From an optimization exercise on the open Yosys and OpenROAD flow, aimed at small area and a short achievable clock period; shortcuts taken in it are not production practice.
In this exercise RTL edits were held to simulation tests only and were not proved equivalent to the original.
No activity file was given, so power comes from the tool's default toggle rates.

**flow/run.sh**
```bash
#!/bin/bash
# synth_recipe.tcl (not shown) runs the flow's synth.tcl, then flattens the netlist and writes it again
# the make line also repeats each setting of config.mk as NAME=value (left out here)
make -C /OpenROAD-flow-scripts/flow DESIGN_CONFIG=/design/flow/config.mk WORK_HOME=/design/flow/orfs CLKGATE_MAP_FILE= SYNTH_SCRIPT=/design/flow/synth_recipe.tcl finish
```
**flow/config.mk**
```make
export PLATFORM = sky130hd
export DESIGN_NAME = daisy_core
export DESIGN_NICKNAME = daisy_core
export VERILOG_FILES = /design/flow/design.v
export SDC_FILE = /design/flow/constraint.sdc
export NUM_CORES = 4
export LEC_CHECK = 0
export CAP_MARGIN = 20
export CORE_MARGIN = 2
export CORE_UTILIZATION = 40
export SETUP_SLACK_MARGIN = 1.6
export SLEW_MARGIN = 20
export SYNTH_HIERARCHICAL = 1
```
**flow/constraint.sdc**
```tcl
create_clock -name core_clock -period 3.5 [get_ports {clk}]
set_input_delay 0.7000 -clock core_clock [delete_from_list [all_inputs] [get_ports {clk}]]
set_output_delay 0.7000 -clock core_clock [all_outputs]
set_load 0.01 [all_outputs]
```
**flow/design.v**
```verilog
module dc_cond (
    input  wire [2:0]  phase,
    input  wire [15:0] win,
    input  wire [9:0]  cnt,
    input  wire [15:0] crc,
    input  wire        prev_e,
    output wire        wp, ws, pf, pl, in_hop,
    output wire        fl0, fl1,       
    output wire        pr0, pr1,       
    output wire        hc0, hc1,       
    output wire        nostart,        
    output wire        stuff_err,      
    output wire        noend,          
    output wire        take,           
    output wire        pf_end,         
    output wire        byte_end,       
    output wire        crc_ok,         
    output wire        cnt_en,         
    output wire [9:0]  cnt_inc,
    output wire [15:0] crc_s
);
    localparam [15:0] CRC_POLY     = 16'h8408;
    localparam [15:0] CRC_RESIDUAL = 16'hF0B8;
    assign wp     = (phase == 3'd2);
    assign ws     = (phase == 3'd3);
    assign pf     = (phase == 3'd4);
    assign pl     = (phase == 3'd5);
    assign in_hop = (phase == 3'd6);
    wire b         = win[8];
    wire stuff_due = &win[7:3];
    wire c7        = (cnt[2:0] == 3'd7);
    wire flag_w = (win[15:9] == 7'b1111110);
    wire pre_w  = (win[15:1] == 15'h5555) & (cnt >= 10'd15);
    wire hop_w  = (cnt >= 10'd5);
    assign fl0 = flag_w & prev_e;
    assign fl1 = flag_w & ~prev_e;
    assign pr0 = pre_w & prev_e;
    assign pr1 = pre_w & ~prev_e;
    assign hc0 = hop_w & (~prev_e == win[15]);
    assign hc1 = hop_w & (prev_e == win[15]);
    assign nostart   = ws & (cnt[3:0] == 4'd15);
    assign stuff_err = pl & stuff_due & b;
    assign take      = pl & ~stuff_due;
    assign noend     = take & (cnt == 10'd1020);
    assign pf_end    = pf & c7;
    assign byte_end  = take & c7;
    assign crc_s     = {1'b0, crc[15:1]} ^ ((b ^ crc[0]) ? CRC_POLY : 16'h0000);
    assign crc_ok    = stuff_due ? (crc == CRC_RESIDUAL) : (crc_s == CRC_RESIDUAL);
    assign cnt_en    = wp | ws | pf | take;
    assign cnt_inc   = cnt + 10'd1;
endmodule
module daisy_core (
    input  wire       clk,
    input  wire       rst,
    input  wire       op_valid,
    input  wire [3:0] op,
    output reg        cmd_ready,
    output reg        rx_active,
    output reg        hop_request,
    output reg        rdata_valid,
    output wire [7:0] rdata,
    output reg        radio_req,
    output wire       radio_channel,
    output reg        sink_byte_valid,
    output wire [7:0] sink_byte,
    output reg        sink_commit,
    output reg        sink_begin,
    output wire       sink_begin_chan
);
    localparam [2:0] PH_OFF      = 3'd0;
    localparam [2:0] PH_WAITPRE  = 3'd2;
    localparam [2:0] PH_WAITSTA  = 3'd3;
    localparam [2:0] PH_PREFETCH = 3'd4;
    localparam [2:0] PH_PAYLOAD  = 3'd5;
    localparam [2:0] PH_HOP      = 3'd6;
    localparam [2:0] ERR_NONE    = 3'd0;
    localparam [2:0] ERR_NOSTART = 3'd1;
    localparam [2:0] ERR_STUFF   = 3'd2;
    localparam [2:0] ERR_NOEND   = 3'd3;
    localparam [2:0] ERR_CRC     = 3'd4;
    reg [2:0]  phase;
    reg [15:0] win;
    reg [9:0]  cnt;
    reg [7:0]  acc;
    reg [15:0] crc;
    reg        prev_e;
    reg        chan;
    reg [2:0]  err;
    reg [5:0]  tag;
    reg [5:0]  rd;
    assign rdata           = {2'b00, rd};
    assign radio_channel   = chan;
    assign sink_begin_chan = chan;
    assign sink_byte       = acc;
    wire        wp, ws, pf, pl, in_hop, fl0, fl1, pr0, pr1, hc0, hc1;
    wire        nostart, stuff_err, noend, take, pf_end, byte_end, crc_ok, cnt_en;
    wire [9:0]  cnt_inc;
    wire [15:0] crc_s;
    dc_cond u_cond (
        .phase(phase), .win(win), .cnt(cnt), .crc(crc), .prev_e(prev_e),
        .wp(wp), .ws(ws), .pf(pf), .pl(pl), .in_hop(in_hop),
        .fl0(fl0), .fl1(fl1), .pr0(pr0), .pr1(pr1), .hc0(hc0), .hc1(hc1),
        .nostart(nostart), .stuff_err(stuff_err), .noend(noend), .take(take),
        .pf_end(pf_end), .byte_end(byte_end), .crc_ok(crc_ok), .cnt_en(cnt_en),
        .cnt_inc(cnt_inc), .crc_s(crc_s)
    );
    wire e      = op[0];
    wire is_bit = op_valid & (op[3:1] == 3'b000);
    wire done   = op_valid & (op == 4'h5) & ~cmd_ready;    
    wire task_  = op_valid & cmd_ready;
    wire start  = task_ & (op == 4'h2);
    wire stop   = task_ & (op == 4'h3);
    wire serv   = task_ & (op == 4'h4) & in_hop;
    wire read   = task_ & (op[3:2] == 2'b10);
    wire takeer = task_ & (op == 4'hB);
    wire fl  = e ? fl1 : fl0;
    wire pr  = e ? pr1 : pr0;
    wire hc  = e ? hc1 : hc0;
    wire d   = ~(prev_e ^ e);
    wire rs  = (nostart & ~fl) | stuff_err | (pl & fl) | noend;    
    wire clr = rs | (wp & pr) | (ws & fl) | pf_end;               
    reg [2:0] bphase;
    reg [2:0] berr;
    always @* begin
        bphase = phase;
        if (wp & pr)        bphase = PH_WAITSTA;
        else if (wp & hc)   bphase = PH_HOP;
        if (ws & fl)        bphase = PH_PREFETCH;
        if (pf_end)         bphase = PH_PAYLOAD;
        if (rs)             bphase = PH_WAITPRE;
        berr = err;
        if (nostart & ~fl)  berr = ERR_NOSTART;
        if (stuff_err)      berr = ERR_STUFF;
        else if (pl & fl)   berr = crc_ok ? err : ERR_CRC;
        else if (noend)     berr = ERR_NOEND;
    end
    wire [2:0] phase_n = is_bit ? bphase : done ? PH_WAITPRE : stop ? PH_OFF : phase;
    wire       ready_n = done | (cmd_ready & ~(start | serv));
    always @(posedge clk) begin
        if (is_bit) begin
            win    <= {d, win[15:1]};
            prev_e <= e;
        end
        if (is_bit & take) acc <= {win[8], acc[7:1]};
        if (is_bit & (take | pf_end)) crc <= pf_end ? 16'hFFFF : crc_s;
        if ((is_bit & clr) | done)  cnt <= 10'd0;
        else if (is_bit & cnt_en)   cnt <= cnt_inc;
        case (op[1:0])
            2'b00:   rd <= {3'd0, phase};
            2'b01:   rd <= {5'd0, chan};
            2'b10:   rd <= tag;
            default: rd <= {3'd0, err};
        endcase
        if (rst) begin
            phase           <= PH_OFF;
            prev_e          <= 1'b0;
            chan            <= 1'b0;
            err             <= ERR_NONE;
            tag             <= 6'd0;
            cmd_ready       <= 1'b1;
            rx_active       <= 1'b0;
            hop_request     <= 1'b0;
            rdata_valid     <= 1'b0;
            radio_req       <= 1'b0;
            sink_byte_valid <= 1'b0;
            sink_commit     <= 1'b0;
            sink_begin      <= 1'b0;
        end else begin
            phase           <= phase_n;
            chan            <= chan ^ serv;
            if (is_bit)      err <= berr;
            else if (takeer) err <= ERR_NONE;
            if (is_bit & pf_end) tag <= {d, win[15:11]};
            cmd_ready       <= ready_n;
            rx_active       <= done | (rx_active & ~stop);
            hop_request     <= (phase_n == PH_HOP) & ready_n;
            rdata_valid     <= read;
            radio_req       <= start | serv;
            sink_byte_valid <= is_bit & byte_end;
            sink_commit     <= is_bit & ~stuff_err & pl & fl & crc_ok;
            sink_begin      <= (is_bit & rs) | done;
        end
    end
endmodule
```
==> impl_metrics.yaml, run 1 <==
yosys:
  syn_inst: 362
  syn_avg_cell_area_um2: 10.2
  yosys_warnings: 7
  syn_area_um2: 3680
clocking:
  clkLatencyLatePin_ns: 0.36
  cts_root_buf: "clkbuf_8"
  clkSlewWorstSetupHoldPaths_ns: 0.09
  htreeDepth: 3
  cts-buffers-inserted: 9
  numClockSinks: 77
  clk_path_buf_depth: 2
  hold_buffers: 0
  cts_tree: "built"
timing:
  hold_viol: 0
  slew_headroom_pct: 48.8
  fmax_ghz: 0.455
  fin_ws_ns: 1.30
  rsz0062_at_grt: "yes"
  finalSetupViolCount: 0
  final.period_utilization_pct: 62.8
  tightest_slew_ns: 0.765
  fin_worst_skew_ns: 0.0136
  finalCriticalPeriod_ns: 2.20
  setup-tns-final_ns: 0
  slew_violations: 0
die:
  initial_core_util_pct: 40.6
  top_level_ports: 33
  dieArea_um2: 9990
  placeableCoreArea_um2: 9060
  placementRows: 35
  die_w_um: 100
  die_height_um: 100
outcome:
  status: "complete, no violations"
critical_path:
  cp_max_fo: 2
  path_class: "register to register"
  critPathRequiredTime_ns: 3.71
  cp.arrival_ns: 2.41
  r2r-start: "cnt[6]"
  critPathLaunchType: "register"
  endpoint: "phase[1]"
  rrSetupSlack_ns: 1.30
  r2r-end: "phase[1]"
  reg2regPathDepth: 9
  end_kind: "register"
  startpoint: "cnt[6]"
layout:
  diodes: 0
  syn_to_final_growth_pct: 27.9
  final_nets: 428
  mostFrequentLayoutCells: "edfxtp_1 (39), buf_4 (35), nand3_1 (29)"
  drive_gt1_share_pct: 32.5
  n_fill_cell: 838
  final_common_cell: "edfxtp_1"
  final_area_um2: 4710
grt:
  grt_max_degree: 26
  grt_pass1_vias: 2711
  grt_pass1_wl_um: 13300
  grt_overflow: 0
  grt_usage_pct: 16.8
  antenna_found_initial: 0
hold_path:
  hold_path_class: "register to register"
detailed_routing:
  wirelength_um: 7980
  dr.pass1.iters: 4
  drt-initial-drc-count: 158
  ant_nets: 0
  wl_per_cell_um: 15.0
  drc: 0
  num_vias: 2786
  vias_per_cell: 5.24
place:
  io_buffers: 30
  placed_area_um2: 4040
  place_congestion: 0.837
  pre_cts_ws_ns: 0.636
  place_hpwl_um: 5120
power_and_ir_drop:
  p_leak_nw: 1.80
  powerDensity_nw_per_um2: 360
  peakVddDrop_uv: 188
run:
  maxCapViolations: 0
-- where the power goes --
group          switching, mW  internal (mW)  total (mW)
registers            0.00795          0.945       0.953
clock network          0.374          0.273       0.648
logic                 0.0512         0.0430      0.0942
total                  0.433           1.26        1.69
-- registers in the layout (all words and copies together), names as in the netlist, 3 cells and up --
name	flops
rd	6
win	15
err	3
tag	6
phase	3
crc	16
acc	8
cnt	10
-- how the worst min path moves through the flow --
stage	startpoint	slack, ns	cells past startpoint	end
final	acc[5]	0.45	0	acc[4]
after floorplan	win[2]	0.43	0	win[1]
after CTS	acc[5]	0.45	0	acc[4]
after global placement	acc[5]	0.43	0	acc[4]
after global routing	acc[6]	0.48	0	acc[5]
after detailed placement	acc[4]	0.44	0	acc[3]
-- metrics by stage --
stage                     hold WS (ns)  cells  util, %  total power, mW
after floorplan                  0.427    363        -             1.02
after global placement           0.431    480     44.6             1.05
after detailed placement         0.437    480     44.6             1.05
after CTS                        0.454    525     50.8             1.71
after global routing             0.479    532     52.0             1.77
final                            0.450    532     52.0             1.69
-- timing repair --
item | 4_1_cts | 5_1_grt
pin swaps | 14 | 7
endpoints found under the setup margin | 88 | 52
buffers inserted | 28 | 7
resized for setup | 71 | 17
cloned | 1 | 0
-- worst max-delay path: stages, from the launching register on --
cell,delay [ns]
dfxtp_2,0.34
nor4_4,0.28
nand2_2,0.13
a211oi_4,0.23
nor2_1,0.06
mux2_4,0.28
nand2_2,0.06
or3b_4,0.38
a211oi_4,0.22
nor3b_1,0.07
-- layer usage --
| metal | up-vias | part of all wire (%) | routed length (µm) | GRT usage, % |
|---|---|---|---|---|
| met5 | - | 0 | 0 | 0 |
| met2 | 58 | 47 | 3730 | 26.5 |
| met4 | 0 | 0.79 | 63 | 4.43 |
| met3 | 6 | 4.6 | 365 | 4.39 |
| met1 | 1339 | 48 | 3830 | 23.3 |
| li1 | 1383 | - | - | - |
-- final cells by class --
| type | instances | area [µm²] | share of cell area, % |
|---|---|---|---|
| Clock buffer | 9 | 124 | 2.63 |
| Clock inverter | 7 | 63.8 | 1.35 |
| Inverter | 13 | 52.6 | 1.12 |
| Multi-Input combinational cell | 245 | 1780 | 37.8 |
| Sequential cell | 77 | 1950 | 41.4 |
| Tap cell | 111 | 139 | 2.95 |
| Timing Repair Buffer | 70 | 602 | 12.8 |
==> run 2: changes to the inputs <==
--- a/flow/config.mk
+++ b/flow/config.mk
@@ -10,4 +10,3 @@
 export CORE_UTILIZATION = 40
 export SETUP_SLACK_MARGIN = 1.6
 export SLEW_MARGIN = 20
-export SYNTH_HIERARCHICAL = 1
==> impl_metrics.yaml, run 2 <==
detailed_routing:
  dr.pass1.iters: 4
  drt-initial-drc-count: 106
  num_vias: 2603
  ant_nets: 0
  wirelength_um: 7840
  drc: 0
  vias_per_cell: 5.36
  wl_per_cell_um: 16.1
die:
  die_height_um: 97.1
  initial_core_util_pct: 41.8
  top_level_ports: 33
  die_w_um: 97.1
  placeableCoreArea_um2: 8300
  placementRows: 33
  dieArea_um2: 9430
yosys:
  ys_seq_elements: 77
  synth_top_area_cell: "edfxtp_1"
  syn_avg_cell_area_um2: 11.0
  async_flop_share_pct: 0
  yosysUniqueCellTypes: 61
  synth_top_cells_by_count: "edfxtp_1 (39), dfxtp_1 (38), nor2_1 (25)"
  syn_area_um2: 3470
  synth_most_common_cell: "edfxtp_1"
  synth_ff_type: "edfxtp_1"
  syn_inst: 314
  yosys.area.top_type_share_pct: 33.8
  yosys_warnings: 1
  synth_seq_area_share_pct: 55.7
  synth_edf_count: 39
  ys_top_cells_by_area: "edfxtp_1 (34%), dfxtp_1 (22%), nor2_1 (2.7%), nand3_1 (2.6%), or2_2 (2.5%)"
power_and_ir_drop:
  p_leak_nw: 1.64
  peakVddDrop_uv: 165
  powerDensity_nw_per_um2: 366
  total_power_mw: 1.69
timing:
  tightest_slew_ns: 0.563
  slew_violations: 0
  slew_headroom_pct: 62.3
  fmax_ghz: 0.480
  setup-tns-final_ns: 0
  hold_viol: 0
  finalSetupViolCount: 0
  fin_ws_ns: 1.42
  finalCriticalPeriod_ns: 2.08
  rsz0062_at_grt: "yes"
  fin_worst_skew_ns: 0.0162
  final.period_utilization_pct: 59.6
clocking:
  cts_root_buf: "clkbuf_8"
  clk_path_buf_depth: 2
  cts_tree: "built"
  cts-buffers-inserted: 9
  htreeDepth: 3
  clkSlewWorstSetupHoldPaths_ns: 0.10
  numClockSinks: 77
  clkLatencyLatePin_ns: 0.37
grt:
  grt_pass1_wl_um: 12600
  antenna_found_initial: 0
  grt_usage_pct: 16.7
  grt_busiest_layer: "met2"
  grt_max_degree: 22
  grt_overflow: 0
  use_met2_pct: 25.9
  grt_use_met3_pct: 3.45
  grt_pass1_vias: 2525
  met1_usage_pct: 22.5
place:
  place_congestion: 0.805
  pre_cts_ws_ns: 0.457
  io_buffers: 30
  place_hpwl_um: 4890
layout:
  final_nets: 388
  drive_gt1_share_pct: 34.9
  n_fill_cell: 726
  final_common_cell: "edfxtp_1"
  largest_reg_flops: 16
  multi_input_area_um2: 1720
  diodes: 0
  final_core_util_pct: 55.6
  seq_area_um2: 1950
  regMostFlops: "crc"
  mostFrequentLayoutCells: "edfxtp_1 (39), dfxtp_1 (30), buf_4 (26)"
  top_regs: "crc x16, win x15, cnt x10"
  syn_to_final_growth_pct: 33.2
hold_path:
  hold_path_class: "register to register"
  worstHoldStart: "acc[6]"
critical_path:
  end_kind: "register"
  cp_max_fo: 8
  cpPeakStageDelay_ns: 0.64
  critPathLaunchType: "input port"
  path_class: "input port to register"
  cp.arrival_ns: 2.13
  startpoint: "op[1]"
  r2r-start: "win[14]"
  critPathRequiredTime_ns: 3.54
  critPathSlowestCell: "or4b_4"
  crit_chain: "buf_6 -> or4b_4 -> or2_4 -> buf_4 -> nor2_4"
run:
  maxCapViolations: 0
outcome:
  status: "complete, no violations"
run 2: cells by family after synthesis:
logic type	synth area share, %
compound gates	8.09
xor+xnor	4.19
fa+ha+maj	1.81
buf+inv	2.92
flops	55.7
mux	1.81
other cells	0.108
simple gates	25.3
run 2: critical path, delay by kind of cell:
family	cells	cell delay, ns
buffers and inverters	2	0.25
and+or+nand+nor	3	1.17
run 2: power by group:
group	internal, mW	switching (mW)
Combinational	0.0418	0.0515
Clock	0.267	0.371
Sequential	0.948	0.0116
run 2: timing repair:
action / 4_1_cts / 5_1_grt
buffers inserted: 20 / 5
pin swaps: 18 / 10
gates cloned: 0 / 2
endpoints found under the setup margin: 94 / 64
resized for setup: 82 / 32
hold buffers: 0 / 0
run 2: path summary, 6_finish.rpt:
check / depth (start not counted) / slack (ns) / end
worst min-delay path: 0 / 0.43 / acc[5]
worst max register to register: 8 / 1.44 / cnt[0]
worst min register to register: 0 / 0.43 / acc[5]
worst max-delay path: 5 / 1.42 / acc[6]
run 2: stage by stage:
| stage | instances | area, µm² | hold WS [ns] |
|---|---|---|---|
| 2_1_floorplan | 315 | 3550 | 0.417 |
| 3_3_place_gp | 443 | 3930 | 0.421 |
| 3_5_place_dp | 443 | 3930 | 0.426 |
| 4_1_cts | 479 | 4390 | 0.431 |
| 5_1_grt | 486 | 4620 | 0.443 |
| 6_report | 486 | 4620 | 0.432 |
run 2: layout make-up:
type,instances,area share (%)
repair buffers,63,12.8
well taps,105,2.85
inverters,10,0.921
flip-flops and latches,77,42.2
multi-input cells,215,37.3
clock inverters,7,1.27
clock buffers,9,2.68
run 2: metal layers:
metal	share of wire, %	routed length (µm)
met2	47	3690
met3	4.4	348
met1	47	3670
met5	0	0
met4	1.7	131
==> run 3: changes to the inputs <==
==> flow/flow/run.sh (new file) <==
#!/bin/bash
# ORFS layout through the standard.sh, with these changes:
#  - synthesis may not use the slow many-input OR / NOR cells (they are added to
#    the platform's don't-use list, which the platform's config appends to);
#  - ports are buffered with buf_4 instead of the smallest buffer the resizer picks;
#  - timing repair may swap a cell for one with another footprint.
# Each tool's output goes to a log file of its own in this folder.
set -euo pipefail
SLOW=""
for c in or3_1 or3_2 or3_4 or3b_1 or3b_2 or3b_4 or4_1 or4_2 or4_4 or4b_1 or4b_2 or4b_4 \
         or4bb_1 or4bb_2 or4bb_4 nor4_1 nor4_2 nor4_4 nor4b_1 nor4b_2 nor4b_4 nor4bb_1 nor4bb_2 nor4bb_4; do
  SLOW="$SLOW sky130_fd_sc_hd__$c"
done
export DONT_USE_CELLS="$SLOW"
bash standard.sh synth > synth.log 2>&1
bash standard.sh MATCH_CELL_FOOTPRINT=0 "BUFFER_PORTS_ARGS=-buffer_cell sky130_fd_sc_hd__buf_4" finish > layout.log 2>&1
==> flow/standard.sh (new file) <==
#!/bin/bash
# synth_recipe.tcl (not shown) runs the flow's synth.tcl, then flattens the netlist and writes it again
# the make line also repeats each setting of config.mk as NAME=value (left out here)
make -C /OpenROAD-flow-scripts/flow DESIGN_CONFIG=/design/flow/config.mk WORK_HOME=/design/flow/orfs CLKGATE_MAP_FILE= SYNTH_SCRIPT=/design/flow/synth_recipe.tcl "${@:-finish}"
removed: flow/run.sh
==> impl_metrics.yaml, run 3 <==
yosys:
  yosysUniqueCellTypes: 61
  synth_seq_area_share_pct: 55.7
  synth_most_common_cell: "edfxtp_1"
  syn_avg_cell_area_um2: 11.0
  syn_area_um2: 3470
  ys_seq_elements: 77
  async_flop_share_pct: 0
  synth_top_area_cell: "edfxtp_1"
  ys_top_cells_by_area: "edfxtp_1 (34%), dfxtp_1 (22%), nor2_1 (2.7%), nand3_1 (2.6%), or2_2 (2.5%)"
  synth_ff_type: "edfxtp_1"
  syn_inst: 314
  synth_top_cells_by_count: "edfxtp_1 (39), dfxtp_1 (38), nor2_1 (25)"
  synth_edf_count: 39
  yosys.area.top_type_share_pct: 33.8
  yosys_warnings: 1
critical_path:
  cp.arrival_ns: 2.36
  critPathLaunchType: "register"
  startpoint: "win[9]"
  crit_chain: "nand4b_1 -> buf_4 -> nor3_4 -> nor3_2 -> or4_1 -> o211a_1 -> nor4_2"
  end_kind: "register"
  critPathRequiredTime_ns: 3.78
  r2r-start: "win[9]"
  reg2regPathDepth: 7
  cpPeakStageDelay_ns: 0.54
  critPathSlowestCell: "or4_1"
  cp_max_fo: 3
  r2r-end: "hop_request"
  rrSetupSlack_ns: 1.42
  path_class: "register to register"
  endpoint: "hop_request"
grt:
  grt_pass1_vias: 2465
  met1_usage_pct: 22.0
  antenna_found_initial: 0
  grt_usage_pct: 16.1
  grt_use_met3_pct: 4.39
  grt_max_degree: 24
  grt_busiest_layer: "met2"
  grt_overflow: 0
  use_met2_pct: 25.1
  grt_pass1_wl_um: 12200
timing:
  setup-tns-final_ns: 0
  fmax_ghz: 0.481
  hold_slack_ns: 0.452
  slew_violations: 0
  final.period_utilization_pct: 59.4
  finalSetupViolCount: 0
  fin_worst_skew_ns: 0.0159
  rsz0062_at_grt: "yes"
  hold_viol: 0
  finalCriticalPeriod_ns: 2.08
detailed_routing:
  vias_per_cell: 5.28
  drt-initial-drc-count: 118
  num_vias: 2598
  dr.pass1.iters: 4
  drc: 0
  wl_per_cell_um: 15.6
  ant_nets: 0
  wirelength_um: 7670
run:
  maxCapViolations: 0
die:
  initial_core_util_pct: 41.8
  top_level_ports: 33
  die_w_um: 97.1
  die_height_um: 97.1
  placeableCoreArea_um2: 8300
  placementRows: 33
  dieArea_um2: 9430
power_and_ir_drop:
  p_leak_nw: 1.69
  peakVddDrop_uv: 167
  powerDensity_nw_per_um2: 379
layout:
  final_nets: 394
  syn_to_final_growth_pct: 35.0
  top_regs: "crc x16, win x15, cnt x10"
  final_common_cell: "buf_4"
  largest_reg_flops: 16
  diodes: 0
  regMostFlops: "crc"
  mostFrequentLayoutCells: "buf_4 (56), edfxtp_1 (39), dfxtp_1 (35)"
  drive_gt1_share_pct: 41.1
clocking:
  htreeDepth: 3
  clk_path_buf_depth: 2
  cts_tree: "built"
  cts_root_buf: "clkbuf_8"
  numClockSinks: 77
  cts-buffers-inserted: 9
  clkSlewWorstSetupHoldPaths_ns: 0.10
  clkLatencyLatePin_ns: 0.36
place:
  place_congestion: 0.824
  io_buffers: 30
  place_hpwl_um: 4770
hold_path:
  hold_path_class: "register to register"
outcome:
  status: "complete, no violations"
-- run 3: cell counts after synthesis --
No cell type changed its count.
-- run 3: worst min-delay path by stage --
stage,from,end,slack [ns],cells past startpoint
2_1_floorplan,win[2],win[1],0.42,0
3_3_place_gp,win[2],win[1],0.43,0
3_5_place_dp,acc[7],acc[6],0.43,0
4_1_cts,acc[7],acc[6],0.45,0
5_1_grt,tag[3],tag[3],0.47,2
6_report,win[2],win[1],0.45,0
-- run 3: cell type report --
class	count	area [µm²]
Inverter	10	40.0
Timing Repair Buffer	69	597
Clock buffer	9	124
Fill cell	685	3620
Sequential cell	77	1940
Clock inverter	7	88.8
Multi-Input combinational cell	215	1760
Tap cell	105	131
-- run 3: through the flow --
stage                     setup slack [ns]  total power, mW  instance area, µm²  std cells  utilization (%)
after floorplan                       1.15             1.03                3540        315                -
after global placement               0.828             1.05                3840        439             46.2
after detailed placement             0.799             1.05                3840        439             46.2
after CTS                             1.44             1.78                4430        480             53.4
after global routing                  1.30             1.84                4680        492             56.4
final                                 1.42             1.77                4680        492             56.4
-- run 3: routing by layer --
| metal | routed length (µm) | up-vias |
|---|---|---|
| li1 | - | 1283 |
| met1 | 3540 | 1247 |
| met2 | 3690 | 58 |
| met3 | 336 | 10 |
| met4 | 104 | 0 |
| met5 | 0 | - |
-- run 3: what timing repair did --
item | 4_1_cts | 5_1_grt
buffers inserted | 25 | 12
setup endpoints to repair | 64 | 36
hold buffers | 0 | 0
hold endpoints to repair | 0 | 0
pin swaps | 20 | 16
gates resized for setup | 33 | 35
-- run 3: logic make-up after synthesis --
group	synth area share, %
flip-flops	55.7
multiplexers	1.81
buffers and inverters	2.92
AND/OR/NAND/NOR	25.3
other	0.108
adder cells (fa/ha/maj)	1.81
AO/OA/AOI/OAI	8.09
XOR/XNOR	4.19
-- run 3: report_power, final --
part	internal [mW]	switching, mW	total, mW	leakage, nW
sequential	0.949	0.0118	0.961	0.660
clock	0.348	0.372	0.719	0.106
combinational	0.0420	0.0496	0.0915	0.921
total	1.34	0.433	1.77	1.69
-- run 3: worst max-delay path: cells and delay by family, from the launching register on --
family	cells	cell delay, ns
AO/OA/AOI/OAI	1	0.16
buffers and inverters	1	0.20
flip-flops	1	0.40
AND/OR/NAND/NOR	5	1.23
==> run 4: changes to the inputs <==
==> flow/flow/run.sh (replaced) <==
#!/bin/bash
# ORFS layout through the standard.sh, with these changes:
#  - synthesis may not use the slow many-input OR / NOR cells (added to the
#    platform's don't-use list);
#  - ports are buffered with buf_4 instead of the smallest buffer the resizer picks;
#  - timing repair may swap a cell for one with another footprint.
# Each tool's output goes to a log file of its own in this folder.
set -euo pipefail
BASE=$(make -s -C "$FLOW_HOME" DESIGN_CONFIG="$PWD/config.mk" WORK_HOME="$PWD/orfs" print-DONT_USE_CELLS 2>/dev/null \
       | sed -n 's/^DONT_USE_CELLS: //p' | tail -1)
SLOW=""
for c in or3_1 or3_2 or3_4 or3b_1 or3b_2 or3b_4 or4_1 or4_2 or4_4 or4b_1 or4b_2 or4b_4 \
         or4bb_1 or4bb_2 or4bb_4 nor4_1 nor4_2 nor4_4 nor4b_1 nor4b_2 nor4b_4 nor4bb_1 nor4bb_2 nor4bb_4; do
  SLOW="$SLOW sky130_fd_sc_hd__$c"
done
echo "DONT_USE_CELLS=$BASE $SLOW" > dont_use.log
bash standard.sh "DONT_USE_CELLS=$BASE $SLOW" synth > synth.log 2>&1
bash standard.sh "DONT_USE_CELLS=$BASE $SLOW" MATCH_CELL_FOOTPRINT=0 \
  "BUFFER_PORTS_ARGS=-buffer_cell sky130_fd_sc_hd__buf_4" finish > layout.log 2>&1
--- a/flow/config.mk
+++ b/flow/config.mk
@@ -8,5 +8,5 @@
 export CAP_MARGIN = 20
 export CORE_MARGIN = 2
 export CORE_UTILIZATION = 40
-export SETUP_SLACK_MARGIN = 1.6
+export SETUP_SLACK_MARGIN = 2.0
 export SLEW_MARGIN = 20
==> impl_metrics.yaml, run 4 <==
place:
  io_buffers: 30
  place_congestion: 0.773
  placed_area_um2: 3870
  place_hpwl_um: 4880
critical_path:
  crit_chain: "buf_8 -> xor2_4 -> buf_4 -> nand3b_1 -> o31a_1 -> buf_4 -> a2bb2oi_2 -> and4b_1"
  cpPeakStageDelay_ns: 0.31
  critPathRequiredTime_ns: 3.75
  startpoint: "op[0]"
  cp.arrival_ns: 2.08
  critPathSlowestCell: "o31a_1"
  endpoint: "hop_request"
  r2r-end: "err[2]"
  cpMostUsedCell: "buf_4"
  path_class: "input port to register"
  crit_family: "compound AO/OA/AOI/OAI gates"
  timing.critical_path.buf_inv: 3
  critPathLaunchType: "input port"
  rrSetupSlack_ns: 1.68
  cp_max_fo: 10
  reg2regPathDepth: 8
  r2r-start: "win[8]"
  cp.depth: 8
  end_kind: "register"
yosys:
  synth_ff_type: "edfxtp_1"
  synth_top_cells_by_count: "edfxtp_1 (39), dfxtp_1 (38), nor2_1 (28)"
  syn_avg_cell_area_um2: 11.2
  ys_top_cells_by_area: "edfxtp_1 (33%), dfxtp_1 (22%), nand2b_1 (3.2%), nor2_1 (3.0%), nand2_1 (2.7%)"
  synth_edf_count: 39
  async_flop_share_pct: 0
  syn_area_um2: 3500
  synth_seq_area_share_pct: 55.2
  yosys.area.top_type_share_pct: 33.5
  synth_most_common_cell: "edfxtp_1"
  ys_seq_elements: 77
  yosys_warnings: 1
  synth_top_area_cell: "edfxtp_1"
  yosysUniqueCellTypes: 57
  syn_inst: 313
detailed_routing:
  ant_nets: 0
  num_vias: 2574
  wirelength_um: 7560
  dr.pass1.iters: 4
  drc: 0
  wl_per_cell_um: 15.3
  drt-initial-drc-count: 176
  vias_per_cell: 5.21
die:
  die_height_um: 97.5
  placeableCoreArea_um2: 8590
  top_level_ports: 33
  dieArea_um2: 9510
  placementRows: 34
  initial_core_util_pct: 40.7
  die_w_um: 97.5
clocking:
  numClockSinks: 77
  cts_root_buf: "clkbuf_8"
  clkLatencyLatePin_ns: 0.35
  htreeDepth: 3
  clkSlewWorstSetupHoldPaths_ns: 0.09
  cts_tree: "built"
  cts-buffers-inserted: 9
  clk_path_buf_depth: 2
layout:
  multi_input_area_um2: 1760
  final_nets: 393
  drive_gt1_share_pct: 40.4
  regMostFlops: "crc"
  n_fill_cell: 740
  syn_to_final_growth_pct: 35.7
  final_area_um2: 4740
  seq_area_um2: 1960
  top_regs: "crc x16, win x15, cnt x10"
  mostFrequentLayoutCells: "buf_4 (40), edfxtp_1 (39), nor2_1 (25)"
  final_common_cell: "buf_4"
  largest_reg_flops: 16
  diodes: 0
timing:
  fmax_ghz: 0.548
  setup-tns-final_ns: 0
  slew_violations: 0
  finalCriticalPeriod_ns: 1.82
  hold_viol: 0
  final.period_utilization_pct: 52.1
  fin_worst_skew_ns: 0.0148
  finalSetupViolCount: 0
  rsz0062_at_grt: "yes"
power_and_ir_drop:
  peakVddDrop_uv: 151
  p_leak_nw: 1.73
  powerDensity_nw_per_um2: 365
grt:
  grt_usage_pct: 15.8
  grt_pass1_vias: 2462
  grt_pass1_wl_um: 12100
  antenna_found_initial: 0
  grt_overflow: 0
  grt_max_degree: 23
run:
  maxCapViolations: 0
outcome:
  status: "complete, no violations"
hold_path:
  hold_path_class: "register to register"
run 4: worst min path at each step:
stage | from | end | slack (ns) | depth (start not counted)
after floorplan | win[2] | win[1] | 0.42 | 0
final | win[2] | win[1] | 0.46 | 0
after global placement | win[2] | win[1] | 0.43 | 0
after detailed placement | win[2] | win[1] | 0.44 | 0
after CTS | win[2] | win[1] | 0.46 | 0
after global routing | win[2] | win[1] | 0.47 | 0
run 4: cell type report:
cell class                 instances  area share [%]
timing repair buffer              67            13.2
multi-input combinational        217            37.1
sequential                        77            41.4
clock buffer                       9            2.61
inverter                           8            1.00
timing repair inverter             1           0.185
clock inverter                     7            1.66
tap                              108            2.85
run 4: worst reg2reg max path, delay by kind of cell, from the launching register on:
family / cells / cell delay [ns]
flip-flops: 1 / 0.45
AO/OA/AOI/OAI: 5 / 0.73
buffers and inverters: 2 / 0.33
XOR/XNOR: 1 / 0.19
run 4: logic make-up (layout without fill, tap and decap cells):
logic type	after synthesis	in the layout	share of synthesized area, %
xor gates and xnor gates	13	13	3.90
DFF	77	77	55.2
AOI/OAI and AO/OA	40	40	9.23
adders and majority gates	5	5	1.79
buffers and inverters	21	92	2.97
other	1	2	0.107
and+or+nand+nor	151	152	25.0
muxes	5	5	1.79
run 4: per-layer routing:
| layer | share of wire, % | vias to the layer above | routed length (µm) | global-route usage, % |
|---|---|---|---|---|
| met5 | 0 | - | 0 | 0 |
| met4 | 1.3 | 0 | 95 | 6.30 |
| met3 | 3.9 | 9 | 298 | 2.59 |
| met2 | 49 | 65 | 3680 | 25.8 |
| met1 | 46 | 1230 | 3480 | 21.0 |
| li1 | - | 1270 | - | - |
run 4: metrics by stage:
stage               util, %  std cells  setup slack [ns]  power, mW  hold WS [ns]
CTS                    52.7        482              1.69       1.74         0.455
global route           55.2        494              1.57       1.79         0.473
finish                 55.2        494              1.68       1.73         0.461
global placement       45.0        439              1.19       1.04         0.431
detailed placement     45.0        439              1.14       1.04         0.438
floorplan                 -        314              1.54       1.02         0.417
run 4: where the power goes:
part / leakage, nW / internal, mW / total [mW] / switching (mW)
combinational: 0.961 / 0.0369 / 0.0826 / 0.0457
sequential: 0.667 / 0.946 / 0.955 / 0.00905
clock: 0.100 / 0.340 / 0.695 / 0.355
total: 1.73 / 1.32 / 1.73 / 0.410
run 4: repair_timing:
item | in CTS | in global routing
hold buffers | 0 | 0
endpoints found under the hold margin | 0 | 0
setup endpoints to repair | 70 | 71
pin swaps | 10 | 9
gates resized for setup | 68 | 34
cloned | 1 | 1
buffers inserted | 26 | 11
==> run 5: changes to the inputs <==
--- a/flow/config.mk
+++ b/flow/config.mk
@@ -8,5 +8,6 @@
 export CAP_MARGIN = 20
 export CORE_MARGIN = 2
 export CORE_UTILIZATION = 40
-export SETUP_SLACK_MARGIN = 2.0
+export SETUP_SLACK_MARGIN = 1.8
 export SLEW_MARGIN = 20
+export SYNTH_HIERARCHICAL = 1
==> impl_metrics.yaml, run 5 <==
detailed_routing:
  vias_per_cell: 5.27
  drt-initial-drc-count: 123
  num_vias: 2847
  wl_per_cell_um: 16.0
  drc: 0
  ant_nets: 0
  wirelength_um: 8630
  dr.pass1.iters: 4
die:
  die_height_um: 101
  initial_core_util_pct: 40.9
  placeableCoreArea_um2: 9200
  die_w_um: 101
  placementRows: 35
  top_level_ports: 33
  dieArea_um2: 10200
hold_path:
  whs_path_depth: 2
  hold_path_class: "register to register"
clocking:
  cts_tree: "built"
  hold_buffers: 0
  clkLatencyLatePin_ns: 0.35
  htreeDepth: 3
  cts-buffers-inserted: 9
  clk_path_buf_depth: 2
  numClockSinks: 77
  cts_root_buf: "clkbuf_8"
  clkSlewWorstSetupHoldPaths_ns: 0.09
grt:
  grt_pass1_vias: 2745
  grt_max_degree: 23
  antenna_found_initial: 0
  grt_usage_pct: 17.5
  grt_pass1_wl_um: 13700
  grt_overflow: 0
power_and_ir_drop:
  p_clk_share_pct: 37.4
  total_power_mw: 1.69
  switching_share_pct: 25.6
  power_switching_mw: 0.433
  internal_power_mw: 1.26
  p_leak_nw: 1.79
  seqPwrFrac_pct: 56.9
  powerDensity_nw_per_um2: 351
  power_frac_comb_pct: 5.7
  peakVddDrop_uv: 157
yosys:
  syn_inst: 367
  yosys_warnings: 7
  syn_avg_cell_area_um2: 10.3
  syn_area_um2: 3760
place:
  io_buffers: 30
  place_hpwl_um: 5110
  place_congestion: 0.770
layout:
  n_fill_cell: 794
  diodes: 0
  top_regs: "crc x16, win x15, cnt x10"
  mostFrequentLayoutCells: "buf_4 (63), edfxtp_1 (39), nand2_1 (32)"
  largest_reg_flops: 16
  syn_to_final_growth_pct: 27.9
  drive_gt1_share_pct: 42.2
  final_common_cell: "buf_4"
  regMostFlops: "crc"
  final_nets: 436
outcome:
  status: "complete, no violations"
timing:
  fin_worst_skew_ns: 0.0155
  finalSetupViolCount: 0
  slew_violations: 0
  fmax_ghz: 0.466
  setup-tns-final_ns: 0
  hold_viol: 0
  rsz0062_at_grt: "yes"
  finalCriticalPeriod_ns: 2.14
  final.period_utilization_pct: 61.3
critical_path:
  crit_chain: "nand3_2 -> nor2_2 -> nand4_1 -> nor2_2 -> mux2i_4 -> mux2i_2 -> buf_4 -> a211oi_4 -> a31oi_4 -> buf_12 -> a21oi_1"
  reg2regPathDepth: 11
  cp.arrival_ns: 2.42
  critPathRequiredTime_ns: 3.78
  cp_max_fo: 10
  cpMostUsedCell: "nor2_2"
  path_class: "register to register"
  critPathLaunchType: "register"
  cpPeakStageDelay_ns: 0.41
  critPathSlowestCell: "edfxtp_1"
  end_kind: "register"
run:
  maxCapViolations: 0
## run 5: cell types whose count changed in the layout (fill, tap and decap cells not counted), sizes merged, moves of 4 or more
cell	delta
o21ai	+5
a21oi	+13
or2	+17
nand2	+10
xor2	-4
nor2	-6
nand4	-5
buf	+5
inv	+4
nand3	+9
nand2b	-10
xnor2	+5
## run 5: path summary, 6_finish.rpt
path	startpoint	end	slack [ns]
setup reg to reg	win[15]	cnt[2]	1.36
hold / removal	tag[3]	tag[3]	0.45
setup / recovery	win[15]	cnt[2]	1.36
hold reg to reg	tag[3]	tag[3]	0.45
## run 5: through the flow
| stage | setup slack, ns | utilization (%) | cells | instance area (µm²) | hold WS [ns] |
|---|---|---|---|---|---|
| after global routing | 1.22 | 52.4 | 540 | 4810 | 0.473 |
| after CTS | 1.44 | 50.3 | 530 | 4620 | 0.457 |
| after global placement | 1.12 | 43.6 | 481 | 4010 | 0.440 |
| final | 1.36 | 52.4 | 540 | 4810 | 0.454 |
| after floorplan | 1.44 | - | 368 | 3850 | 0.427 |
| after detailed placement | 1.11 | 43.6 | 481 | 4010 | 0.439 |
## run 5: final cells by class
cell class | count | area (µm²) | share of cell area [%]
Tap cell | 111 | 139 | 2.88
Multi-Input combinational cell | 252 | 1900 | 39.5
Timing Repair Buffer | 72 | 596 | 12.4
Sequential cell | 77 | 1950 | 40.4
Clock buffer | 9 | 124 | 2.57
Inverter | 12 | 52.6 | 1.09
Clock inverter | 7 | 53.8 | 1.12
## run 5: what timing repair did
action	CTS	global route
setup buffers	31	10
pin swaps	13	9
resized for setup	47	27
gates cloned	2	0
setup endpoints to repair	73	59
## run 5: critical path, delay by kind of cell, from the launching register on
kind                   cells  cell delay, ns
AOI/OAI and AO/OA          3            0.52
DFF                        1            0.41
buffers and inverters      2            0.34
and+or+nand+nor            4            0.53
muxes                      2            0.27
## run 5: metal layers
metal | global-route usage [%] | part of all wire [%]
met1 | 23.1 | 47
met5 | 0 | 0
met2 | 27.4 | 48
met4 | 8.00 | 1.8
met3 | 4.02 | 3.6
## run 5: power by group through the flow
stage	clock network [mW]	registers, mW	logic (mW)
CTS	0.643	0.960	0.0889
detailed placement	0	0.978	0.0750
global placement	0	0.978	0.0748
global route	0.686	0.962	0.107
finish	0.632	0.961	0.0962
floorplan	0	0.975	0.0612
==> run 6: changes to the inputs <==
--- a/flow/config.mk
+++ b/flow/config.mk
@@ -8,6 +8,5 @@
 export CAP_MARGIN = 20
 export CORE_MARGIN = 2
 export CORE_UTILIZATION = 40
-export SETUP_SLACK_MARGIN = 1.8
+export SETUP_SLACK_MARGIN = 1.6
 export SLEW_MARGIN = 20
-export SYNTH_HIERARCHICAL = 1
==> impl_metrics.yaml, run 6 <==
critical_path:
  critPathLaunchType: "register"
  path_class: "register to register"
  cp.arrival_ns: 2.07
  cpPeakStageDelay_ns: 0.42
  critPathRequiredTime_ns: 3.73
  crit_chain: "xor3_1 -> o211ai_1 -> a221oi_2 -> buf_4 -> a211o_2 -> o21ai_1 -> a21oi_1"
  reg2regPathDepth: 7
  end_kind: "register"
  critPathSlowestCell: "edfxtp_1"
  cp_max_fo: 3
place:
  placed_cells: 440
  place_congestion: 0.771
  place_hpwl_um: 4830
  io_buffers: 30
  pre_cts_ws_ns: 1.09
  placed_area_um2: 3860
layout:
  mostFrequentLayoutCells: "buf_4 (43), edfxtp_1 (39), dfxtp_1 (34)"
  syn_to_final_growth_pct: 23.0
  final_common_cell: "buf_4"
  top_regs: "crc x16, win x15, cnt x10"
  largest_reg_flops: 16
  drive_gt1_share_pct: 29.8
  n_fill_cell: 773
  regMostFlops: "crc"
  final_area_um2: 4300
  fin_cells: 471
  diodes: 0
  final_nets: 370
timing:
  rsz0062_at_grt: "yes"
  setup-tns-final_ns: 0
  fmax_ghz: 0.543
  finalSetupViolCount: 0
  final.period_utilization_pct: 52.6
  slew_violations: 0
  fin_ws_ns: 1.66
  fin_worst_skew_ns: 0.0117
  finalCriticalPeriod_ns: 1.84
  hold_viol: 0
clocking:
  cts_tree: "built"
  clkLatencyLatePin_ns: 0.36
  cts-buffers-inserted: 9
  clkSlewWorstSetupHoldPaths_ns: 0.09
  hold_buffers: 0
  cts_root_buf: "clkbuf_8"
  htreeDepth: 3
  numClockSinks: 77
  clk_path_buf_depth: 2
detailed_routing:
  num_vias: 2490
  ant_nets: 0
  wl_per_cell_um: 15.1
  dr.pass1.iters: 4
  vias_per_cell: 5.29
  drt-initial-drc-count: 106
  drc: 0
  wirelength_um: 7100
grt:
  grt_pass1_vias: 2401
  grt_usage_pct: 15.5
  antenna_found_initial: 0
  grt_pass1_wl_um: 11700
  grt_overflow: 0
  grt_max_degree: 23
die:
  top_level_ports: 33
  initial_core_util_pct: 40.7
  die_w_um: 97.5
  die_height_um: 97.5
  dieArea_um2: 9510
  placementRows: 34
  placeableCoreArea_um2: 8590
yosys:
  ys_seq_elements: 77
  yosys_warnings: 1
  synth_fa_ha_area_share_pct: 1.79
  syn_area_um2: 3500
  synth_most_common_cell: "edfxtp_1"
  muxShareOfSynthArea_pct: 1.79
  syn_avg_cell_area_um2: 11.2
  synth-simple-area-share_pct: 25.0
  syn_inst: 313
  synth_top_cells_by_count: "edfxtp_1 (39), dfxtp_1 (38), nor2_1 (28)"
  ys_top_cells_by_area: "edfxtp_1 (33%), dfxtp_1 (22%), nand2b_1 (3.2%), nor2_1 (3.0%), nand2_1 (2.7%)"
  async_flop_share_pct: 0
  synth_compound_area_share_pct: 9.23
  synth_edf_count: 39
  synth_seq_area_share_pct: 55.2
  yosysUniqueCellTypes: 57
  synth_top_area_cell: "edfxtp_1"
  synth_xor_area_share_pct: 3.90
  synth_ff_type: "edfxtp_1"
  synth_top_family_by_area: "simple AND/OR/NAND/NOR gates"
  yosys.area.top_type_share_pct: 33.5
outcome:
  status: "complete, no violations"
run:
  maxCapViolations: 0
power_and_ir_drop:
  p_clk_share_pct: 37.8
  powerDensity_nw_per_um2: 383
  power_switching_mw: 0.405
  switching_share_pct: 24.6
  p_leak_nw: 1.58
  internal_power_mw: 1.24
  peakVddDrop_uv: 164
  total_power_mw: 1.65
  seqPwrFrac_pct: 58.0
  power_frac_comb_pct: 4.2
hold_path:
  hold_path_class: "register to register"
  whs_path_depth: 0
-- run 6: cell count changes in the layout (fill, tap and decap cells not counted), sizes merged, moves of 4 or more --
| cell | before | now |
|---|---|---|
| a21oi | 26 | 13 |
| buf | 72 | 45 |
| inv | 16 | 11 |
| nand2 | 36 | 26 |
| nand2b | 8 | 18 |
| nand3 | 28 | 19 |
| nand4 | 5 | 10 |
| nor2 | 23 | 29 |
| o21ai | 10 | 5 |
| or2 | 18 | 1 |
| xnor2 | 7 | 2 |
| xor2 | 6 | 10 |
-- run 6: cell families after synthesis --
| group | after synthesis |
|---|---|
| XOR/XNOR | 13 |
| multiplexers | 5 |
| buffers and inverters | 21 |
| flip-flops | 77 |
| AND/OR/NAND/NOR | 151 |
| AO/OA/AOI/OAI | 40 |
| adder cells (fa/ha/maj) | 5 |
| other | 1 |
-- run 6: per-layer routing --
layer	share of wire [%]	track usage (%)	up-vias
met1	46	20.1	1194
met4	2.4	8.12	0
met5	0	0	-
li1	-	-	1229
met2	47	24.6	52
met3	4.0	2.95	15
-- run 6: worst max-delay path, delay by kind of cell (launching register included) --
kind	cells	cell delay, ns
compound gates	5	0.74
flops	1	0.42
xor+xnor	1	0.40
buf+inv	1	0.16
-- run 6: power by group through the flow --
stage | combinational, mW | clock, mW | sequential, mW
5_1_grt | 0.0755 | 0.673 | 0.957
4_1_cts | 0.0632 | 0.639 | 0.956
3_3_place_gp | 0.0601 | 0 | 0.976
2_1_floorplan | 0.0492 | 0 | 0.973
6_report | 0.0686 | 0.623 | 0.956
3_5_place_dp | 0.0606 | 0 | 0.976
-- run 6: final cells by class --
class / instances / area (µm²) / area share [%]
Sequential cell: 77 / 1940 / 45.0
Tap cell: 108 / 135 / 3.14
Clock inverter: 7 / 55.1 / 1.28
Clock buffer: 9 / 124 / 2.88
Timing Repair Buffer: 45 / 354 / 8.23
Inverter: 8 / 45.0 / 1.05
Multi-Input combinational cell: 217 / 1650 / 38.4
-- run 6: through the flow --
| step | util, % | hold WS, ns |
|---|---|---|
| floorplan | - | 0.417 |
| global placement | 44.9 | 0.431 |
| detailed placement | 44.9 | 0.427 |
| CTS | 48.4 | 0.452 |
| global route | 50.1 | 0.458 |
| finish | 50.1 | 0.450 |
-- run 6: path summary, 6_finish.rpt --
| kind | endpoint | start | slack [ns] |
|---|---|---|---|
| hold reg to reg | acc[6] | acc[7] | 0.45 |
| hold / removal | acc[6] | acc[7] | 0.45 |
| setup reg to reg | err[2] | crc[0] | 1.66 |
| setup / recovery | err[2] | crc[0] | 1.66 |
-- run 6: what timing repair did --
action	CTS	global route
setup endpoints to repair	31	31
buffers inserted	4	10
pin swaps	4	8
gates resized for setup	16	20
cloned	1	0
==> run 7: changes to the inputs <==
--- a/flow/design.v
+++ b/flow/design.v
@@ -113,6 +113,7 @@
     wire serv   = task_ & (op == 4'h4) & in_hop;
     wire read   = task_ & (op[3:2] == 2'b10);
     wire takeer = task_ & (op == 4'hB);
+    wire radio  = op_valid & (op[3:1] == 3'b001 || op == 4'h4);    
     wire fl  = e ? fl1 : fl0;
     wire pr  = e ? pr1 : pr0;
     wire hc  = e ? hc1 : hc0;
@@ -173,7 +174,8 @@
             if (is_bit & pf_end) tag <= {d, win[15:11]};
             cmd_ready       <= ready_n;
             rx_active       <= done | (rx_active & ~stop);
-            hop_request     <= (phase_n == PH_HOP) & ready_n;
+            hop_request     <= is_bit ? (cmd_ready & (in_hop | (wp & ~pr & hc)))
+                                      : (hop_request & ~radio);
             rdata_valid     <= read;
             radio_req       <= start | serv;
             sink_byte_valid <= is_bit & byte_end;
==> impl_metrics.yaml, run 7 <==
outcome:
  status: "complete, no violations"
layout:
  n_fill_cell: 740
  regMostFlops: "crc"
  final_common_cell: "edfxtp_1"
  top_regs: "crc x16, win x15, cnt x10"
  multi_input_area_um2: 1490
  diodes: 0
  seq_area_um2: 1940
  drive_gt1_share_pct: 23.9
  final_nets: 355
  largest_reg_flops: 16
  mostFrequentLayoutCells: "edfxtp_1 (39), dfxtp_1 (35), buf_4 (33)"
  syn_to_final_growth_pct: 18.7
timing:
  rsz0062_at_grt: "yes"
  finalSetupViolCount: 0
  slew_violations: 0
  finalCriticalPeriod_ns: 1.90
  setup-tns-final_ns: 0
  final.period_utilization_pct: 54.4
  fin_worst_skew_ns: 0.0145
  hold_viol: 0
  fmax_ghz: 0.525
  hold_slack_ns: 0.436
yosys:
  synth_top_family_by_area: "simple AND/OR/NAND/NOR gates"
  syn_inst: 309
  synth_ff_type: "edfxtp_1"
  syn_area_um2: 3390
  async_flop_share_pct: 0
  synth_top_cells_by_count: "edfxtp_1 (39), dfxtp_1 (38), nor2_1 (30)"
  yosys_warnings: 1
  synth_seq_area_share_pct: 57.0
  synth_compound_area_share_pct: 8.97
  muxShareOfSynthArea_pct: 2.14
  synth-simple-area-share_pct: 23.5
  yosys.area.top_type_share_pct: 34.5
  synth_xor_area_share_pct: 3.84
  synth_edf_count: 39
  ys_seq_elements: 77
  synth_fa_ha_area_share_pct: 1.85
  synth_most_common_cell: "edfxtp_1"
  ys_top_cells_by_area: "edfxtp_1 (35%), dfxtp_1 (22%), nand2b_1 (3.7%), nor2_1 (3.3%), nand2_1 (2.9%)"
  yosysUniqueCellTypes: 55
  syn_avg_cell_area_um2: 11.0
  synth_top_area_cell: "edfxtp_1"
clocking:
  cts_root_buf: "clkbuf_8"
  clkSlewWorstSetupHoldPaths_ns: 0.09
  clk_path_buf_depth: 2
  numClockSinks: 77
  clkLatencyLatePin_ns: 0.35
  cts_tree: "built"
  htreeDepth: 3
  cts-buffers-inserted: 9
power_and_ir_drop:
  p_leak_nw: 1.53
  total_power_mw: 1.66
  peakVddDrop_uv: 214
  powerDensity_nw_per_um2: 413
critical_path:
  cp_max_fo: 30
  cp.arrival_ns: 2.20
  critPathLaunchType: "input port"
  critPathRequiredTime_ns: 3.80
  reg2regPathDepth: 6
  rrSetupSlack_ns: 1.61
  crit_chain: "buf_4 -> nor2b_2 -> nand2_4 -> clkinv_8 -> and4_1 -> a31o_2 -> a2111oi_2 -> o21ba_1"
  r2r-end: "phase[1]"
  timing.critical_path.buf_inv: 2
  crit_family: "compound AO/OA/AOI/OAI gates"
  cpPeakStageDelay_ns: 0.27
  path_class: "input port to register"
  critPathSlowestCell: "a31o_2"
  end_kind: "register"
  r2r-start: "win[9]"
detailed_routing:
  wirelength_um: 6940
  drc: 0
  dr.pass1.iters: 5
  vias_per_cell: 5.20
  num_vias: 2355
  ant_nets: 0
  wl_per_cell_um: 15.3
  drt-initial-drc-count: 71
die:
  dieArea_um2: 9230
  die_w_um: 96.1
  top_level_ports: 33
  placementRows: 33
  initial_core_util_pct: 41.3
  placeableCoreArea_um2: 8220
  die_height_um: 96.1
grt:
  grt_usage_pct: 16.2
  antenna_found_initial: 0
  grt_overflow: 0
  grt_max_degree: 31
  grt_pass1_wl_um: 11300
  grt_pass1_vias: 2231
place:
  io_buffers: 30
  place_congestion: 0.772
  place_hpwl_um: 4770
hold_path:
  whs_path_depth: 0
  hold_path_class: "register to register"
  worstHoldStart: "win[2]"
  whs_endpoint: "win[1]"
run:
  maxCapViolations: 0
==> run 7: final cells by class <==
cell class,instances,share of cell area (%)
clock inverter,7,1.43
inverter,8,1.06
tap,105,3.26
sequential,77,48.1
clock buffer,9,3.08
timing repair buffer,33,6.15
multi-input combinational,214,36.9
==> run 7: where the power goes <==
part	internal [mW]	switching (mW)	total (mW)
Clock	0.267	0.363	0.631
Sequential	0.949	0.00857	0.958
Combinational	0.0292	0.0462	0.0754
Total	1.25	0.418	1.66
==> run 7: cell families after synthesis <==
family,count (synthesis)
flops,77
buf+inv,20
mux,6
xor+xnor,14
fa+ha+maj,5
compound gates,45
other cells,1
simple gates,141
==> run 7: layer usage <==
layer  track usage [%]  share of wire [%]
met1              21.9                 48
met4              4.64                1.1
met5                 0                  0
met2              25.1                 46
met3              5.09                4.7
==> run 7: how the worst max path moves through the flow <==
stage / startpoint / end / cells past startpoint
2_1_floorplan: op_valid / crc[0] / 6
3_3_place_gp: op[1] / cnt[6] / 8
3_5_place_dp: op[1] / cnt[9] / 8
4_1_cts: win[9] / phase[1] / 6
5_1_grt: win[9] / phase[1] / 6
6_report: op_valid / err[0] / 8
==> run 7: metrics by stage <==
step / cell area (µm²) / cells / setup slack [ns] / utilization, %
2_1_floorplan: 3450 / 310 / 1.61 / -
3_5_place_dp: 3730 / 433 / 1.05 / 45.4
3_3_place_gp: 3730 / 433 / 1.09 / 45.4
5_1_grt: 4030 / 453 / 1.48 / 49.0
4_1_cts: 4000 / 452 / 1.62 / 48.6
6_report: 4030 / 453 / 1.60 / 49.0
==> run 7: timing repair <==
action                                  in CTS  in global routing
gates resized for setup                     16                  6
endpoints found under the setup margin      41                 33
hold buffers                                 0                  0
gates cloned                                 0                  1
setup buffers                                3                  0
pin swaps                                    2                  5
==> run 7: worst register-to-register path, delay by kind of cell, from the launching register on <==
family,cells,cell delay (ns)
AO/OA/AOI/OAI,2,0.22
flip-flops,1,0.40
multiplexers,1,0.31
AND/OR/NAND/NOR,3,0.87
==> run 8: changes to the inputs <==
--- a/flow/config.mk
+++ b/flow/config.mk
@@ -5,6 +5,7 @@
 export SDC_FILE = /design/flow/constraint.sdc
 export NUM_CORES = 4
 export LEC_CHECK = 0
+export ABC_AREA = 1
 export CAP_MARGIN = 20
 export CORE_MARGIN = 2
 export CORE_UTILIZATION = 40
==> impl_metrics.yaml, run 8 <==
timing:
  fin_worst_skew_ns: 0.0115
  slew_violations: 0
  fmax_ghz: 0.549
  finalSetupViolCount: 0
  hold_viol: 0
  hold_slack_ns: 0.435
  finalCriticalPeriod_ns: 1.82
  fin_ws_ns: 1.68
  final.period_utilization_pct: 52.0
  setup-tns-final_ns: 0
  rsz0062_at_grt: "yes"
power_and_ir_drop:
  power_frac_comb_pct: 9.9
  seqPwrFrac_pct: 50.7
  switching_share_pct: 24.5
  p_clk_share_pct: 39.4
  internal_power_mw: 1.49
  total_power_mw: 1.97
  p_leak_nw: 1.99
  power_switching_mw: 0.482
  powerDensity_nw_per_um2: 439
  peakVddDrop_uv: 183
hold_path:
  hold_path_class: "register to register"
layout:
  n_fill_cell: 892
  regMostFlops: "crc"
  largest_reg_flops: 16
  final_core_util_pct: 49.1
  final_common_cell: "nand2_1"
  multi_input_area_um2: 1520
  syn_to_final_growth_pct: 20.0
  top_regs: "crc x16, win x15, cnt x10"
  diodes: 0
  seq_area_um2: 1930
  drive_gt1_share_pct: 19.0
  fin_cells: 615
  mostFrequentLayoutCells: "nand2_1 (92), inv_1 (69), nor2_1 (55)"
  final_area_um2: 4490
  final_nets: 511
detailed_routing:
  met2WireLength_um: 3610
  wl_per_cell_um: 12.7
  maxUsedRoutingLayer: "met4"
  ant_nets: 0
  drt-initial-drc-count: 131
  wl_met1_um: 3800
  num_vias: 2937
  drc: 0
  wirelength_um: 7810
  wl_met3_um: 280
  vias_per_cell: 4.78
  dr.pass1.iters: 4
critical_path:
  path_class: "input port to register"
  timing.critical_path.buf_inv: 3
  critPathSlowestCell: "or2_4"
  cp_max_fo: 11
  end_kind: "register"
  crit_chain: "buf_4 -> or2_4 -> nor2_4 -> buf_12 -> nand2_1 -> nand2_4 -> nand2_2 -> o21ai_0 -> nand2_1 -> inv_1 -> a21oi_1"
  cpMostUsedCell: "nand2_1"
  crit_family: "simple AND/OR/NAND/NOR gates"
  critPathRequiredTime_ns: 3.73
  cp.arrival_ns: 2.05
  critPathLaunchType: "input port"
  cpPeakStageDelay_ns: 0.26
yosys:
  synth_top_cells_by_count: "nand2_1 (96), inv_1 (71), nor2_1 (56)"
  syn_inst: 454
  syn_avg_cell_area_um2: 8.25
  yosys_warnings: 1
  ys_seq_elements: 77
  synth_most_common_cell: "nand2_1"
  async_flop_share_pct: 0
  ys_top_cells_by_area: "edfxtp_1 (31%), dfxtp_1 (20%), nand2_1 (9.6%), inv_1 (7.1%), nor2_1 (5.6%)"
  synth_seq_area_share_pct: 51.6
  synth_ff_type: "edfxtp_1"
  yosysUniqueCellTypes: 34
  synth_edf_count: 39
  synth_top_area_cell: "edfxtp_1"
  yosys.area.top_type_share_pct: 31.3
  syn_area_um2: 3740
clocking:
  cts_root_buf: "clkbuf_8"
  numClockSinks: 77
  htreeDepth: 3
  hold_buffers: 0
  clkSlewWorstSetupHoldPaths_ns: 0.09
  cts_tree: "built"
  cts-buffers-inserted: 9
  clkLatencyLatePin_ns: 0.35
  clk_path_buf_depth: 2
die:
  dieArea_um2: 10200
  initial_core_util_pct: 40.9
  die_height_um: 101
  top_level_ports: 33
  placementRows: 35
  placeableCoreArea_um2: 9150
  die_w_um: 101
place:
  pre_cts_ws_ns: 0.884
  placed_area_um2: 4080
  place_congestion: 0.926
  place_hpwl_um: 5660
  placed_cells: 586
  io_buffers: 30
grt:
  grt_pass1_vias: 2821
  grt_pass1_wl_um: 13000
  grt_overflow: 0
  antenna_found_initial: 0
  grt_max_degree: 20
  grt_usage_pct: 16.3
outcome:
  status: "complete, no violations"
run:
  maxCapViolations: 0
==> run 8: cell count changes in the layout (fill, tap and decap cells not counted), moves of 6 or more <==
cell      before  now
buf_4         33   41
nor2_4         0    6
nand4_1        5   11
o21ai_0       10   17
nand2_2        0    6
nand2b_1      20    0
nor3_1         1   10
and3_1         6    0
xor2_1        10    4
nor2_1        29   55
nand3_1       17   31
a21oi_1       14   24
nand2_1       24   92
inv_1          5   69
==> run 8: area by class of cell <==
cell class              count  area share (%)
clock buffers              11            3.40
clock inverters             5            1.84
inverters                  75            6.32
multi-input cells         291            33.8
flip-flops and latches     77            43.0
well taps                 111            3.09
repair buffers             45            8.55
==> run 8: worst min-delay path: cells and delay by family, from the launching register on <==
family                 cells  cell delay, ns
AND/OR/NAND/NOR            1            0.03
buffers and inverters      1            0.04
flip-flops                 1            0.32
==> run 8: cells by family after synthesis <==
| logic type | after synthesis | synth area share (%) |
|---|---|---|
| xor+xnor | 8 | 1.87 |
| buf+inv | 87 | 9.59 |
| compound gates | 48 | 6.78 |
| simple gates | 228 | 28.4 |
| other cells | 1 | 0.100 |
| fa+ha+maj | 5 | 1.67 |
| flops | 77 | 51.6 |
==> run 8: what timing repair did <==
action / CTS / global route
setup buffers: 4 / 8
pin swaps: 3 / 5
hold endpoints to repair: 0 / 0
endpoints found under the setup margin: 40 / 24
resized for setup: 6 / 7
cloned: 1 / 0
==> run 8: metal layers <==
metal,global-route usage [%],up-vias
li1,-,1542
met1,21.8,1344
met2,25.6,42
met3,4.51,9
met4,5.37,0
met5,0,-
==> run 8: path summary, 6_finish.rpt <==
kind | from | endpoint | slack, ns | cells after the start
max | op[3] | cnt[5] | 1.68 | 11
min | tag[5] | rd[5] | 0.43 | 2
max reg2reg | cnt[0] | crc[10] | 1.74 | 6
min reg2reg | tag[5] | rd[5] | 0.43 | 2
==> run 8: power groups by stage <==
stage	Clock [mW]	Sequential, mW	Combinational, mW
floorplan	0	1.01	0.142
global placement	0	1.02	0.182
detailed placement	0	1.02	0.184
CTS	0.803	0.998	0.190
global route	0.837	1.00	0.225
finish	0.777	0.999	0.194
==> run 9: changes to the inputs <==
--- a/flow/config.mk
+++ b/flow/config.mk
@@ -5,9 +5,9 @@
 export SDC_FILE = /design/flow/constraint.sdc
 export NUM_CORES = 4
 export LEC_CHECK = 0
-export ABC_AREA = 1
 export CAP_MARGIN = 20
 export CORE_MARGIN = 2
 export CORE_UTILIZATION = 40
+export PLACE_DENSITY = 0.8
 export SETUP_SLACK_MARGIN = 1.6
 export SLEW_MARGIN = 20
==> impl_metrics.yaml, run 9 <==
yosys:
  synth_seq_area_share_pct: 57.0
  ys_seq_elements: 77
  yosys_warnings: 1
  synth_edf_count: 39
  syn_avg_cell_area_um2: 11.0
  synth_top_area_cell: "edfxtp_1"
  yosysUniqueCellTypes: 55
  synth_ff_type: "edfxtp_1"
  syn_inst: 309
  async_flop_share_pct: 0
  synth_top_cells_by_count: "edfxtp_1 (39), dfxtp_1 (38), nor2_1 (30)"
  yosys.area.top_type_share_pct: 34.5
  syn_area_um2: 3390
  synth_most_common_cell: "edfxtp_1"
  ys_top_cells_by_area: "edfxtp_1 (35%), dfxtp_1 (22%), nand2b_1 (3.7%), nor2_1 (3.3%), nand2_1 (2.9%)"
critical_path:
  critPathLaunchType: "register"
  critPathRequiredTime_ns: 3.74
  critPathSlowestCell: "edfxtp_1"
  end_kind: "register"
  path_class: "register to register"
  cp_max_fo: 5
  cp.arrival_ns: 2.12
  cpPeakStageDelay_ns: 0.40
  crit_chain: "nand4b_1 -> nor3_4 -> mux2i_2 -> and3_4 -> a2111oi_4 -> o21ba_1"
detailed_routing:
  dr.pass1.iters: 4
  vias_per_cell: 5.27
  wl_per_cell_um: 15.0
  num_vias: 2440
  ant_nets: 0
  drc: 0
  drt-initial-drc-count: 167
  wirelength_um: 6970
layout:
  regMostFlops: "crc"
  top_regs: "crc x16, win x15, cnt x10"
  n_fill_cell: 712
  diodes: 0
  mostFrequentLayoutCells: "buf_4 (42), edfxtp_1 (39), dfxtp_1 (34)"
  largest_reg_flops: 16
  final_common_cell: "buf_4"
  final_nets: 365
  drive_gt1_share_pct: 26.5
  syn_to_final_growth_pct: 21.8
timing:
  fin_worst_skew_ns: 0.0147
  setup-tns-final_ns: 0
  final.period_utilization_pct: 53.6
  hold_viol: 0
  finalSetupViolCount: 0
  slew_violations: 0
  rsz0062_at_grt: "yes"
  finalCriticalPeriod_ns: 1.88
  fmax_ghz: 0.533
power_and_ir_drop:
  peakVddDrop_uv: 162
  p_leak_nw: 1.60
  powerDensity_nw_per_um2: 409
  power_frac_comb_pct: 4.5
  total_power_mw: 1.69
  seqPwrFrac_pct: 56.7
  p_clk_share_pct: 38.8
  internal_power_mw: 1.32
  power_switching_mw: 0.374
  switching_share_pct: 22.1
grt:
  met1_usage_pct: 20.9
  grt_busiest_layer: "met2"
  grt_pass1_wl_um: 10800
  use_met2_pct: 24.3
  grt_use_met3_pct: 3.29
  antenna_found_initial: 0
  grt_overflow: 0
  grt_usage_pct: 15.6
  grt_pass1_vias: 2255
  grt_max_degree: 31
clocking:
  clk_path_buf_depth: 2
  htreeDepth: 3
  clkSlewWorstSetupHoldPaths_ns: 0.07
  cts_root_buf: "clkbuf_8"
  cts_tree: "built"
  numClockSinks: 77
  cts-buffers-inserted: 9
  clkLatencyLatePin_ns: 0.35
place:
  place_congestion: 0.822
  place_hpwl_um: 4670
  io_buffers: 30
hold_path:
  hold_path_class: "register to register"
die:
  top_level_ports: 33
  die_w_um: 96.1
  placeableCoreArea_um2: 8220
  dieArea_um2: 9230
  die_height_um: 96.1
  placementRows: 33
  initial_core_util_pct: 41.3
outcome:
  status: "complete, no violations"
run:
  maxCapViolations: 0
-- run 9: area by class of cell --
class	instances	area, µm²	area share [%]
clock buffers	13	180	4.36
clock inverters	3	16.3	0.394
inverters	8	42.5	1.03
multi-input cells	214	1500	36.3
flip-flops and latches	77	1940	46.9
well taps	105	131	3.18
repair buffers	42	315	7.63
repair inverters	1	8.76	0.212
-- run 9: worst paths after layout --
path / startpoint / endpoint / slack (ns) / cells past startpoint
worst min-delay path: win[2] / win[1] / 0.45 / 0
worst max-delay path: win[9] / err[0] / 1.62 / 6
worst max register to register: win[9] / err[0] / 1.62 / 6
worst min register to register: win[2] / win[1] / 0.45 / 0
-- run 9: layer usage --
layer,vias to the layer above,share of wire [%]
met2,55,49
met5,-,0
met1,1181,46
met4,0,1.2
li1,1194,-
met3,10,4.6
-- run 9: power groups by stage --
stage	logic, mW	clock network, mW	registers, mW
6_report	0.0762	0.657	0.959
5_1_grt	0.0857	0.702	0.959
4_1_cts	0.0731	0.667	0.958
3_5_place_dp	0.0708	0	0.978
3_3_place_gp	0.0675	0	0.977
2_1_floorplan	0.0514	0	0.976
-- run 9: critical path: cells and delay by family, from the launching register on --
kind | cells | cell delay [ns]
flip-flops | 1 | 0.40
multiplexers | 1 | 0.30
AO/OA/AOI/OAI | 2 | 0.23
AND/OR/NAND/NOR | 3 | 0.85
-- run 9: per-stage QoR --
step                      hold WS [ns]  worst slack, ns  std cells  utilization, %  area [µm²]
final                            0.449             1.62        463            50.3        4130
after floorplan                  0.417             1.61        310               -        3450
after global routing             0.456             1.53        463            50.3        4130
after detailed placement         0.432             1.05        433            45.4        3730
after global placement           0.429             1.14        433            45.4        3730
after CTS                        0.451             1.61        457            49.2        4040
-- run 9: logic make-up after synthesis --
logic type	synth area share (%)
AND/OR/NAND/NOR	23.5
AO/OA/AOI/OAI	8.97
XOR/XNOR	3.84
adder cells (fa/ha/maj)	1.85
buffers and inverters	2.62
multiplexers	2.14
flip-flops	57.0
other	0.111
-- run 9: what timing repair did --
item,4_1_cts,5_1_grt
cloned,1,1
pin swaps,2,6
buffers inserted,7,5
setup endpoints to repair,36,24
gates resized for setup,15,14
hold buffers,0,0

==> re-timing with driven ports <==
Ports are ideal in the flow. The routed layouts listed here were re-timed in OpenROAD.
Step 1 assumes that a clkbuf_16 drives the clock port and a buf_2 every other input.
Step 2, shift: input delay + t, output delay - t, t = (earliest + latest rising clock arrival at the registers) / 2. This alone moves slack from input paths to output paths.
a / b / c = ideal ports / drivers / drivers and shift; a / b = the first two.
run | t, ns | slack for setup (ns)
run 1 | 0.382 | 1.302 / 1.302 / 1.039
run 2 | 0.394 | 1.416 / 1.415 / 1.021
run 3 | 0.384 | 1.421 / 1.421 / 1.038
run 4 | 0.373 | 1.676 / 1.664 / 1.291
run 5 | 0.380 | 1.356 / 1.356 / 1.176
run 6 | 0.383 | 1.658 / 1.658 / 1.280
run 7 | 0.379 | 1.595 / 1.606 / 1.227
run 8 | 0.374 | 1.679 / 1.690 / 1.315
run 9 | 0.378 | 1.624 / 1.624 / 1.257
After both steps every run listed still meets setup and hold.
